Background: an optimization exercise with open tools, aiming at small area, a short achievable clock period and few clock cycles. Do not read the settings as production practice. No run shown here included a check of the RTL's function; only the layout flow was run. Power figures rest on the tool's default switching activity, not on a simulated workload.

==> flow/design.v, too long to show whole: its modules and the start of the top module <==
// module c2mux_addr_enc: 100 lines
// module c2mux_act_est: 1018 lines
// module c2mux_dp: 45 lines
module c2mux_dp (
    input  wire        clk,
    input  wire        rst,           
    input  wire        enc_start,     
    input  wire [63:0] enc_id,        
    input  wire [3:0]  enc_idlen,
    input  wire [7:0]  enc_subid,     
    input  wire        enc_mcast,
    output wire        enc_busy,
    output wire        enc_done,
    output wire [47:0] addr,          
    output wire        addr_valid,
    output wire [2:0]  cfgerr,
    input  wire        smp_valid,
    input  wire [15:0] smp_data,      
    input  wire [31:0] thr,           
    output wire        est_done,
    output wire [39:0] sumsq,
    output wire        est_data       
);
  // ...
==> flow/run.sh <==
#!/bin/bash
# synth_recipe.tcl (not shown) runs the flow's synth.tcl, then flattens the netlist and writes it again
# the make line also repeats each setting of config.mk as NAME=value (left out here)
make -C /OpenROAD-flow-scripts/flow DESIGN_CONFIG=/design/flow/config.mk WORK_HOME=/design/flow/orfs CLKGATE_MAP_FILE= SYNTH_SCRIPT=/design/flow/synth_recipe.tcl finish
==> flow/config.mk <==
export PLATFORM = sky130hd
export DESIGN_NAME = c2mux_dp
export DESIGN_NICKNAME = c2mux_dp
export VERILOG_FILES = /design/flow/design.v
export SDC_FILE = /design/flow/constraint.sdc
export NUM_CORES = 4
export LEC_CHECK = 0
export CAP_MARGIN = 20
export CORE_MARGIN = 2
export CORE_UTILIZATION = 40
export SETUP_SLACK_MARGIN = 5
export SLEW_MARGIN = 20
==> flow/constraint.sdc <==
create_clock -name core_clock -period 10.0 [get_ports {clk}]
set_input_delay 2.0000 -clock core_clock [delete_from_list [all_inputs] [get_ports {clk}]]
set_output_delay 2.0000 -clock core_clock [all_outputs]
set_load 0.01 [all_outputs]
==> flow_summary.rst, run 1 <==
.. list-table::
   :header-rows: 1

   * - Metric
     - Value
   * - Total of buffers placed on input and output ports
     - 222
   * - Clock sink count
     - 225
   * - Total area of multi-input combinational cells
     - 10000 um2
   * - XOR/XNOR share of the synthesized area
     - 0.0381
   * - CP Capture Type
     - register
   * - Endpoint of the worst hold path
     - u_est.clr$_DFF_P_
   * - Switching part of the total power
     - 0.289
   * - Rel. slew slack
     - 0.361
   * - WP data arrival
     - 5.09 ns
   * - Shortest clock period the worst path allows after layout
     - 4.59 ns
   * - Sequential share of the synthesized area
     - 0.304
   * - Relative area change from synthesis to final layout
     - 22.5%
   * - Slew Viols, Final
     - 0
   * - Number of signal-net inverters in the final layout
     - 296
   * - Setup ws final
     - 5.41 ns
   * - Number of clock buffers inserted by TritonCTS
     - 29
   * - Biggest register
     - u_enc.ring
   * - Aggregate global-route resource usage
     - 0.188
   * - Share of flip-flops with an asynchronous set or reset after synthesis
     - 0
   * - Average wire length per cell after detail routing
     - 16.2 um
   * - Row count
     - 73
   * - Power per unit of standard cell area
     - 133 nW/um2
   * - Max stage delay cell, worst path
     - sky130_fd_sc_hd__fa_1
   * - Final-layout non-clock buffer area share
     - 0.113
   * - Multi-input gate share of total cell area
     - 0.503
   * - Wire length on met2
     - 17400 um
   * - Dpl hpwl
     - roughly 32000 um
   * - Post-layout utilization of the core
     - 0.500
   * - WP buf/inv
     - 2
   * - Status
     - complete, no violations
   * - Endpoint of the worst-slack reg-to-reg timing path
     - u_est.below$_DFF_P_
   * - Worst ir drop on vdd
     - 0.000124 V
   * - Num ports
     - 225
   * - Crit path kind
     - reg -> reg
   * - Peak per-stage delay on the critical path
     - 0.52 ns
   * - Cell count along the critical path
     - 15
   * - RSZ-0062 raised after global routing
     - false
   * - Routed met1 length
     - around 17000 um
   * - Setup slack after placement
     - 5.38 ns
   * - Maximum frequency from static timing analysis
     - around 220 MHz
==> run 2: changes to the inputs <==
==> flow/flow/run.sh (new file) <==
#!/bin/bash
# Layout flow: the standard ORFS flow (standard.sh), with two changes to
# how the layout is made:
#  - ports are buffered with sky130_fd_sc_hd__buf_2 instead of the default
#    delay cell chosen by buffer_ports (still one buffer on every port);
#  - timing repair aims for more setup slack than the 10 ns clock needs.
# The clock period, SDC, synthesis, floorplan, power grid and tap cells are
# the standard flow's own. Each tool's output goes to the ORFS logs under orfs/logs and
# to flow.log here.
set -uo pipefail
bash standard.sh \
  BUFFER_PORTS_ARGS="-buffer_cell sky130_fd_sc_hd__buf_2" \
  SETUP_SLACK_MARGIN=6.5 \
  finish > flow.log 2>&1
st=$?
mkdir -p logs
cp -r orfs/logs/. logs/ 2>/dev/null || true
exit $st
==> flow/standard.sh (new file) <==
#!/bin/bash
# synth_recipe.tcl (not shown) runs the flow's synth.tcl, then flattens the netlist and writes it again
# the make line also repeats each setting of config.mk as NAME=value (left out here)
make -C /OpenROAD-flow-scripts/flow DESIGN_CONFIG=/design/flow/config.mk WORK_HOME=/design/flow/orfs CLKGATE_MAP_FILE= SYNTH_SCRIPT=/design/flow/synth_recipe.tcl "${@:-finish}"
--- a/flow/config.mk
+++ b/flow/config.mk
@@ -8,5 +8,4 @@
 export CAP_MARGIN = 20
 export CORE_MARGIN = 2
 export CORE_UTILIZATION = 40
-export SETUP_SLACK_MARGIN = 5
 export SLEW_MARGIN = 20
removed: flow/run.sh
==> run 2 against run 1 <==
Against the previous run:
- maximum frequency grew 11%
- global-route usage grew 0.38 points
- first-iteration DRC count shrank 7.8%
- sequential power is essentially flat
- highest routed layer unchanged
- clock skew grew 0.0081 ns
- register-to-register slack gained 0.46 ns
- die area is the same
- final cell count grew 0.95%
- sequential share of layout area grew 0.71 points
- power is essentially flat
- via count grew 1.2%
- critical path depth is the same
==> flow_summary.rst, run 2 <==
.. list-table::
   :header-rows: 1

   * - Metric
     - Value
   * - Worst clock skew
     - 0.0166 ns
   * - Aggregate global-route resource usage
     - 0.192 (+0.00376)
   * - Status
     - complete, no violations
   * - Vias in the first global route
     - 12500
   * - Crit path kind
     - reg -> reg
   * - Share of final-layout standard cells stronger than drive strength 1
     - 0.192
   * - Die height
     - just over 200 um
   * - Sequential cell area
     - 4980 um2
   * - Post-detailed-route DRC marker count
     - 0
   * - Slew Viols, Final
     - 0 (unchanged)
   * - Number of clock buffers inserted by TritonCTS
     - 29 (unchanged)
   * - Share of power burned in registers
     - 0.396
   * - Total congestion overflow after global routing
     - 0
   * - Hold-fix buffers, CTS
     - 0
   * - Share of flip-flops with an asynchronous set or reset after synthesis
     - 0 (unchanged)
   * - Power spent charging and discharging nets
     - about 0.79 mW
   * - Distinct cell type count of the synthesized netlist
     - 66
   * - Initial antenna violation count
     - 10
   * - Rel. slew slack
     - 0.384 (+0.0238)
   * - Final estimated routing congestion in global placement
     - roughly 0.90
   * - List of most frequent post-synthesis cells
     - sky130_fd_sc_hd__inv_1, sky130_fd_sc_hd__dfxtp_1, sky130_fd_sc_hd__fa_1
   * - Setup TNS
     - 0 ns
   * - Number of warnings issued by yosys
     - 3
   * - Post-route cell area
     - 19500 um2
   * - Initial cell density of the core
     - 0.408
   * - Number of flops mapped to enable cells by yosys
     - 46
   * - Cell types occupying the most area after synthesis
     - sky130_fd_sc_hd__dfxtp_1, sky130_fd_sc_hd__fa_1, sky130_fd_sc_hd__ha_1, sky130_fd_sc_hd__edfxtp_1, sky130_fd_sc_hd__inv_1
   * - Max reg flops
     - 42
   * - Dpl hpwl
     - 31400 um (-0.42%)
   * - Leading area contributor after synthesis
     - sky130_fd_sc_hd__dfxtp_1
   * - RSZ-0062 raised after global routing
     - true
   * - Post-layout utilization of the core
     - 0.488 (-0.0119)
   * - Seq cells post-synth
     - 225
   * - Num ports
     - 225 (unchanged)
   * - Post-synthesis instance area
     - about 16000 um2
   * - Final Cycle Share
     - 0.413
   * - Total area of multi-input combinational cells
     - 10400 um2 (+3.1%)
   * - Placeable Area
     - 40000 um2
   * - Worst ir drop on vdd
     - 0.000130 V (+4.2%)
   * - Part of the power in combinational logic
     - 0.202
   * - Largest net degree at the start of global routing
     - 54
   * - Cell Area, Placed
     - 17900 um2
   * - Tightest Pin Transition
     - 0.923 ns
   * - Average wire length per cell after detail routing
     - 16.4 um (+1.2%)
   * - CP max FO
     - 21
   * - Clock slew seen by the registers of the worst setup and hold paths
     - ~0.050 ns
   * - Most common cell after layout, fill and taps aside
     - sky130_fd_sc_hd__inv_1
   * - Library cell with the highest instance count after synthesis
     - sky130_fd_sc_hd__inv_1
   * - Maximum frequency from static timing analysis
     - 242 MHz (+11%)
   * - Row count
     - 73 (unchanged)
   * - Startpoint type of the worst setup path
     - register
   * - Switching part of the total power
     - 0.298 (+0.00908)
   * - Share of total power in the clock network
     - 0.402
   * - Final hold violation count
     - 0
   * - CTS Buffer Depth
     - 3
   * - Clock tree from TritonCTS
     - yes
   * - Deepest level of the CTS H-tree
     - 1
   * - Number of vias per cell after detailed routing
     - 4.86
   * - Total via count in the routed design
     - 11900
   * - Filler Cell Count
     - 3802
   * - Horizontal die dimension
     - 206 um
   * - Relative area change from synthesis to final layout
     - 19.6%
   * - WP data arrival
     - 4.64 ns (-0.45 ns)
   * - Cell at the root of the clock tree
     - sky130_fd_sc_hd__clkbuf_16
   * - Registers with the highest flip-flop counts
     - u_enc.ring (42), u_est.acc (40), u_est.thr_r (32)
   * - Commonest non-fill, non-tap cells in the layout
     - sky130_fd_sc_hd__inv_1, sky130_fd_sc_hd__buf_2, sky130_fd_sc_hd__dfxtp_1
   * - Post-layout power
     - 2.66 mW
   * - Insertion delay to the later sink of the worst-skew pair
     - ~0.58 ns
   * - Die Outline Area
     - 42400 um2
   * - Number of nets still failing antenna checks after routing
     - 0
   * - Main synth FF type
     - sky130_fd_sc_hd__dfxtp_1
   * - Global-route wire length before repair
     - 64400 um
   * - Total of max-cap violations
     - 0
   * - CP Capture Type
     - register
   * - Post-synth net total
     - 2124
   * - Worst path required time
     - around 11 ns
   * - Min-Delay Path Class
     - reg -> reg
   * - Sequential share of the synthesized area
     - 0.304 (unchanged)
   * - Final setup viols
     - 0
   * - Biggest register
     - u_enc.ring
   * - Net total in the final layout
     - 2356
   * - Design internal power
     - 1.87 mW
   * - Final wirelength
     - 40100 um
   * - Total of buffers placed on input and output ports
     - 222 (unchanged)
   * - Shortest clock period the worst path allows after layout
     - 4.13 ns (-0.460 ns)
   * - Share of Yosys cell area claimed by the top area cell type
     - 0.220
   * - Iter 0 DRT Violations
     - a little under 500
   * - Avg Cell Area, Syn
     - 9.83 um2
   * - Placed Cells incl. Taps
     - 2363
   * - Clock sink count
     - 225 (unchanged)
   * - Non-filler instance count after layout
     - 2444
   * - Leak pwr
     - between 9 and 10 nW
   * - Length of the first detailed-routing pass in iterations
     - 4
   * - Power per unit of standard cell area
     - 136 nW/um2 (+2.5%)
   * - Post-Synthesis Cells
     - around 1700
## run 2: cell counts after synthesis
Identical to the previous run, type by type.
## run 2: kinds of logic (layout without fill, tap and decap cells)
kind of cell    Yosys count  in the layout  share of synthesized area
simple gates            422            422                      0.132
buf+inv                 344            599                     0.0798
fa+ha+maj               335            335                      0.334
compound gates          250            250                      0.104
flops                   225            225                      0.304
xor+xnor                 71             71                     0.0381
mux                      11             11                    0.00683
other cells               2              6                   0.000460
## run 2: per-layer routing
layer	track usage	share of wire
met1	0.242	0.44
met2	0.315	0.45
met3	0.0531	0.074
met4	0.0648	0.030
met5	0	0.0022
## run 2: final timing paths
check,cells after the start,slack [ns],startpoint,end
setup / recovery,15,5.87,u_est.clr$_DFF_P_,u_est.below$_DFF_P_
hold / removal,1,0.41,u_est.rst_q$_DFF_P_,u_est.clr$_DFF_P_
setup reg to reg,15,5.87,u_est.clr$_DFF_P_,u_est.below$_DFF_P_
hold reg to reg,1,0.41,u_est.rst_q$_DFF_P_,u_est.clr$_DFF_P_
## run 2: layout make-up
class                   count  area share
well taps                 525      0.0337
diodes                      4    0.000513
clock inverters            17     0.00879
flip-flops and latches    225       0.255
inverters                 296      0.0569
clock buffers              37      0.0419
repair buffers            249      0.0718
multi-input cells        1091       0.531
## run 2: worst max-delay path: stages (launching register included)
cell	delay, ns
sky130_fd_sc_hd__dfxtp_4	0.35
sky130_fd_sc_hd__buf_12	0.15
sky130_fd_sc_hd__nand2b_4	0.15
sky130_fd_sc_hd__fa_2	0.37
sky130_fd_sc_hd__fa_1	0.53
sky130_fd_sc_hd__fa_1	0.42
sky130_fd_sc_hd__inv_1	0.11
sky130_fd_sc_hd__ha_4	0.21
sky130_fd_sc_hd__a21o_1	0.15
sky130_fd_sc_hd__a21o_1	0.17
sky130_fd_sc_hd__a2111oi_4	0.30
sky130_fd_sc_hd__o21ai_1	0.15
sky130_fd_sc_hd__a221oi_2	0.30
sky130_fd_sc_hd__o21ai_1	0.15
sky130_fd_sc_hd__or4_1	0.48
sky130_fd_sc_hd__nand4_1	0.08
## run 2: timing repair
action                     4_1_cts  5_1_grt
hold endpoints to repair         0        0
cloned                           2        0
buffers inserted                15        6
gates resized for setup         41       28
pin swaps                       17       28
setup endpoints to repair       21       21
## run 2: per-stage QoR
| stage | setup WS [ns] | hold slack [ns] |
|---|---|---|
| floorplan | 6.07 | 0.377 |
| detailed placement | 5.50 | 0.402 |
| finish | 5.87 | 0.409 |
| global route | 5.73 | 0.453 |
| global placement | 5.59 | 0.404 |
| CTS | 5.85 | 0.415 |
## run 2: power by group through the flow
stage | Sequential (mW) | Combinational, mW | Clock, mW
6_report | 1.05 | 0.538 | 1.07
5_1_grt | 1.06 | 0.614 | 1.14
4_1_cts | 1.05 | 0.527 | 1.10
3_5_place_dp | 1.07 | 0.505 | 0
3_3_place_gp | 1.07 | 0.494 | 0
2_1_floorplan | 1.06 | 0.332 | 0
==> run 3: changes to the inputs <==
--- a/flow/config.mk
+++ b/flow/config.mk
@@ -7,5 +7,6 @@
 export LEC_CHECK = 0
 export CAP_MARGIN = 20
 export CORE_MARGIN = 2
-export CORE_UTILIZATION = 40
+export CORE_UTILIZATION = 60
+export CTS_BUF_LIST = sky130_fd_sc_hd__clkbuf_4 sky130_fd_sc_hd__clkbuf_8
 export SLEW_MARGIN = 20
==> run 3 against run 2 <==
Against the previous run:
- largest power group is now registers
- combinational power shrank 1%
- final area decreased by 2.2%
- final cell count is 7.1% lower
- first-iteration DRC count rose by 28%
- non-clock buffer count shrank 5
- still clean on timing, DRC and antenna
- sequential power about the same
==> flow_summary.rst, run 3 <==
.. list-table::
   :header-rows: 1

   * - Metric
     - Value
   * - Aggregate global-route resource usage
     - 0.273 (+0.0814)
   * - Final Cycle Share
     - 0.409 (-0.00351)
   * - Deepest level of the CTS H-tree
     - 2 (+1)
   * - Power spent charging and discharging nets
     - 0.750 mW (-5.3%)
   * - Number of warnings issued by yosys
     - 3 (unchanged)
   * - Source of the worst hold timing path
     - u_est.rst_q$_DFF_P_
   * - Share of total power in the clock network
     - 0.369 (-0.033)
   * - Total congestion overflow after global routing
     - 0 (unchanged)
   * - Total via count in the routed design
     - 12000 (+1.2%)
   * - Post-synth net total
     - 2124 (unchanged)
   * - Most common cell after layout, fill and taps aside
     - sky130_fd_sc_hd__inv_1
   * - Filler Cell Count
     - 2066 (-46%)
   * - Max stage delay cell, worst path
     - sky130_fd_sc_hd__fa_1
   * - Biggest register
     - u_enc.ring
   * - CTS Buffer Depth
     - 3 (unchanged)
   * - Worst clock skew
     - 0.0188 ns (+0.00228 ns)
   * - Global-route wire length before repair
     - 62000 um (-3.8%)
   * - Hold-fix buffers, CTS
     - 0 (unchanged)
   * - Initial cell density of the core
     - 0.609 (+0.201)
   * - Avg Cell Area, Syn
     - 9.83 um2 (unchanged)
   * - Vias in the first global route
     - 12300 (-1.2%)
   * - Reg2Reg Setup Slack
     - 5.91 ns (+0.04 ns)
   * - Num ports
     - 225 (unchanged)
   * - Reg2reg start
     - u_est.clr$_DFF_P_
   * - Post-layout power
     - 2.51 mW (-5.8%)
   * - Gate family responsible for the most delay along the worst path
     - adder cells
   * - Worst path required time
     - 10.48 ns (-0.03 ns)
   * - Endpoint of the worst-slack reg-to-reg timing path
     - u_est.below$_DFF_P_
   * - Share of final-layout standard cells stronger than drive strength 1
     - 0.201 (+0.00887)
   * - Cell at the root of the clock tree
     - sky130_fd_sc_hd__clkbuf_8
   * - Number of clock buffers inserted by TritonCTS
     - 40 (+38%)
   * - Shortest clock period the worst path allows after layout
     - 4.09 ns (-0.0351 ns)
   * - Crit path kind
     - reg -> reg
   * - Number of cells on the worst hold path
     - 1 (unchanged)
   * - Total of max-cap violations
     - 0 (unchanged)
   * - Clock sink count
     - 225 (unchanged)
   * - Worst ir drop on vdd
     - 0.000124 V (-4.2%)
   * - Average wire length per cell after detail routing
     - 17.0 um (+3.9%)
   * - RSZ-0062 raised after global routing
     - true
   * - Setup slack after placement
     - 5.25 ns (-0.250 ns)
   * - Distinct cell type count of the synthesized netlist
     - 66 (unchanged)
   * - Maximum frequency from static timing analysis
     - 244 MHz (+0.86%)
   * - WP data arrival
     - 4.57 ns (-0.07 ns)
   * - Setup TNS
     - 0 ns (unchanged)
   * - Library cell with the highest instance count after synthesis
     - sky130_fd_sc_hd__inv_1
   * - Number of vias per cell after detailed routing
     - 5.29 (+8.9%)
   * - Final estimated routing congestion in global placement
     - 0.910 (+0.58%)
   * - Reg2reg path depth
     - 16 (+1)
   * - Share of Yosys cell area claimed by the top area cell type
     - 0.220 (unchanged)
   * - Rel. slew slack
     - 0.421 (+0.0364)
   * - Post-route cell area
     - 19100 um2 (-2.2%)
   * - Insertion delay to the later sink of the worst-skew pair
     - 0.56 ns (-0.02 ns)
   * - Number of nets still failing antenna checks after routing
     - 0 (unchanged)
   * - Post-detailed-route DRC marker count
     - 0 (unchanged)
   * - Part of the power in combinational logic
     - 0.211 (+0.009)
   * - Cell types occupying the most area after synthesis
     - sky130_fd_sc_hd__dfxtp_1, sky130_fd_sc_hd__fa_1, sky130_fd_sc_hd__ha_1, sky130_fd_sc_hd__edfxtp_1, sky130_fd_sc_hd__inv_1
   * - Setup ws final
     - 5.91 ns (+0.0351 ns)
   * - Clock tree from TritonCTS
     - yes
   * - CP Capture Type
     - register
   * - Leading area contributor after synthesis
     - sky130_fd_sc_hd__dfxtp_1
   * - Worst-case hold slack
     - 0.434 ns (+0.0248 ns)
   * - Share of power burned in registers
     - 0.420 (+0.024)
   * - Sequential share of the synthesized area
     - 0.304 (unchanged)
   * - Main synth FF type
     - sky130_fd_sc_hd__dfxtp_1
   * - Final wirelength
     - 38700 um (-3.5%)
   * - Row count
     - 60 (-18%)
   * - Commonest non-fill, non-tap cells in the layout
     - sky130_fd_sc_hd__inv_1, sky130_fd_sc_hd__buf_2, sky130_fd_sc_hd__dfxtp_1
   * - Cell with the most instances on the worst path
     - sky130_fd_sc_hd__fa_1
   * - Horizontal die dimension
     - 169 um (-18%)
   * - Switching part of the total power
     - 0.299 (+0.00145)
   * - Min-Delay Path Class
     - reg -> reg
   * - Placeable Area
     - 26800 um2 (-33%)
   * - Final hold violation count
     - 0 (unchanged)
   * - Iter 0 DRT Violations
     - 622 (+28%)
   * - Die Outline Area
     - 28500 um2 (-33%)
   * - Dpl hpwl
     - 30000 um (-4.6%)
   * - Length of the first detailed-routing pass in iterations
     - 5 (+1)
   * - Max reg flops
     - 42 (unchanged)
   * - Cell Area, Placed
     - 17700 um2 (-1.3%)
   * - Placed Cells incl. Taps
     - 2178 (-7.8%)
   * - Slew Viols, Final
     - 0 (unchanged)
   * - Post-synthesis instance area
     - 16300 um2 (unchanged)
   * - Seq cells post-synth
     - 225 (unchanged)
   * - Non-filler instance count after layout
     - 2271 (-7.1%)
   * - Leak pwr
     - 9.63 nW (-0.81%)
   * - Largest net degree at the start of global routing
     - 53 (-1.9%)
   * - Initial antenna violation count
     - 0 (-10)
   * - Net total in the final layout
     - 2362 (+0.25%)
   * - Design internal power
     - 1.76 mW (-6.0%)
   * - Total of buffers placed on input and output ports
     - 222 (unchanged)
   * - Clock slew seen by the registers of the worst setup and hold paths
     - 0.06 ns (about the same)
   * - Status
     - complete, no violations
   * - CP max FO
     - 6 (-71%)
   * - Relative area change from synthesis to final layout
     - 16.9%
   * - Peak per-stage delay on the critical path
     - 0.47 ns (-0.06 ns)
   * - Registers with the highest flip-flop counts
     - u_enc.ring (42), u_est.acc (40), u_est.thr_r (32)
   * - Number of diodes added for antenna fixing
     - 0 (-4)
   * - Die height
     - 169 um (-18%)
   * - List of cells traversed by the critical path
     - buf_6 -> buf_4 -> nor2b_2 -> fa_1 -> inv_1 -> fa_1 -> inv_1 -> fa_1 -> ha_1 -> nand4_1 -> nor2_1 -> and3_1 -> a221oi_2 -> o21ai_1 -> or4_1 -> nand4_1
   * - Endpoint of the worst hold path
     - u_est.clr$_DFF_P_
   * - Final setup viols
     - 0 (unchanged)
   * - Power per unit of standard cell area
     - 131 nW/um2 (-3.6%)
   * - WP buf/inv
     - 4 (+2)
   * - Startpoint type of the worst setup path
     - register
   * - List of most frequent post-synthesis cells
     - sky130_fd_sc_hd__inv_1, sky130_fd_sc_hd__dfxtp_1, sky130_fd_sc_hd__fa_1
   * - Tightest Pin Transition
     - 0.869 ns (-0.0546 ns)
   * - Number of flops mapped to enable cells by yosys
     - 46 (unchanged)
   * - Post-Synthesis Cells
     - 1660 (unchanged)
   * - Post-layout utilization of the core
     - 0.712 (+0.224)
   * - Share of flip-flops with an asynchronous set or reset after synthesis
     - 0 (unchanged)
-- run 3: power groups by stage --
| stage | clock network (mW) | registers (mW) | logic (mW) |
|---|---|---|---|
| floorplan | 0 | 1.06 | 0.332 |
| global placement | 0 | 1.07 | 0.489 |
| detailed placement | 0 | 1.07 | 0.502 |
| CTS | 0.947 | 1.05 | 0.517 |
| global route | 0.984 | 1.06 | 0.595 |
| finish | 0.924 | 1.05 | 0.530 |
-- run 3: kinds of logic (layout without fill, tap and decap cells) --
| logic type | count (synthesis) | count (layout) | synth area share |
|---|---|---|---|
| xor gates and xnor gates | 71 | 71 | 0.0381 |
| and+or+nand+nor | 422 | 422 | 0.132 |
| muxes | 11 | 11 | 0.00683 |
| other | 2 | 2 | 0.000460 |
| adders and majority gates | 335 | 335 | 0.334 |
| buffers and inverters | 344 | 614 | 0.0798 |
| AOI/OAI and AO/OA | 250 | 250 | 0.104 |
| DFF | 225 | 225 | 0.304 |
-- run 3: worst max path at each step --
stage                            startpoint             endpoint  depth (start not counted)
after floorplan           u_est.clr$_DFF_P_  u_est.below$_DFF_P_                         16
after global placement    u_est.clr$_DFF_P_  u_est.below$_DFF_P_                         13
after detailed placement  u_est.clr$_DFF_P_  u_est.below$_DFF_P_                         13
after CTS                 u_est.clr$_DFF_P_  u_est.below$_DFF_P_                         17
after global routing      u_est.clr$_DFF_P_  u_est.below$_DFF_P_                         15
final                     u_est.clr$_DFF_P_  u_est.below$_DFF_P_                         16
-- run 3: cell type report --
type / count / area, um2 / share of cell area
Inverter: 296 / 1110 / 0.0582
Multi-Input combinational cell: 1091 / 10400 / 0.544
Sequential cell: 225 / 4980 / 0.261
Clock inverter: 13 / 128 / 0.00669
Timing Repair Buffer: 244 / 1320 / 0.0692
Tap cell: 341 / 427 / 0.0224
Clock buffer: 61 / 739 / 0.0388
-- run 3: per-layer routing --
metal | part of all wire | GRT usage
met1 | 0.44 | 0.359
met2 | 0.47 | 0.455
met3 | 0.055 | 0.0535
met4 | 0.031 | 0.0896
met5 | 0 | 0
-- run 3: repair_timing --
item | in CTS | in global routing
buffers inserted | 12 | 7
pin swaps | 8 | 24
resized for setup | 20 | 51
endpoints found under the setup margin | 27 | 23

-- afterwards: timing with drivers on the ports --
How much do the figures lean on ideal ports? The routed layouts below were timed once more, with nothing changed but the port constraints.
Step 1 sets driving cells, clkbuf_16 on the clock port and buf_2 on the other inputs (assumed; they add their load-dependent delay and slew).
Step 2 adds t to the input delays and takes it off the output delays; t is the mean of the earliest and latest rising clock arrival at the registers after step 1. Input paths then give back, and output paths get back, about the clock's delay inside the block.
Three values: ideal, step 1, step 2; two values: the first two.
run	t, ns	setup WS [ns]	hold WS [ns]	worst register clock-pin slew, ns
run 1	0.611	5.412 / 5.412 / 5.412	0.405 / 0.405 / 0.405	0.06 / 0.06
run 2	0.620	5.872 / 5.872 / 5.872	0.409 / 0.409 / 0.409	0.06 / 0.06
run 3	0.594	5.907 / 5.907 / 5.907	0.434 / 0.434 / 0.434	0.07 / 0.07
After both steps every run listed still meets setup and hold.
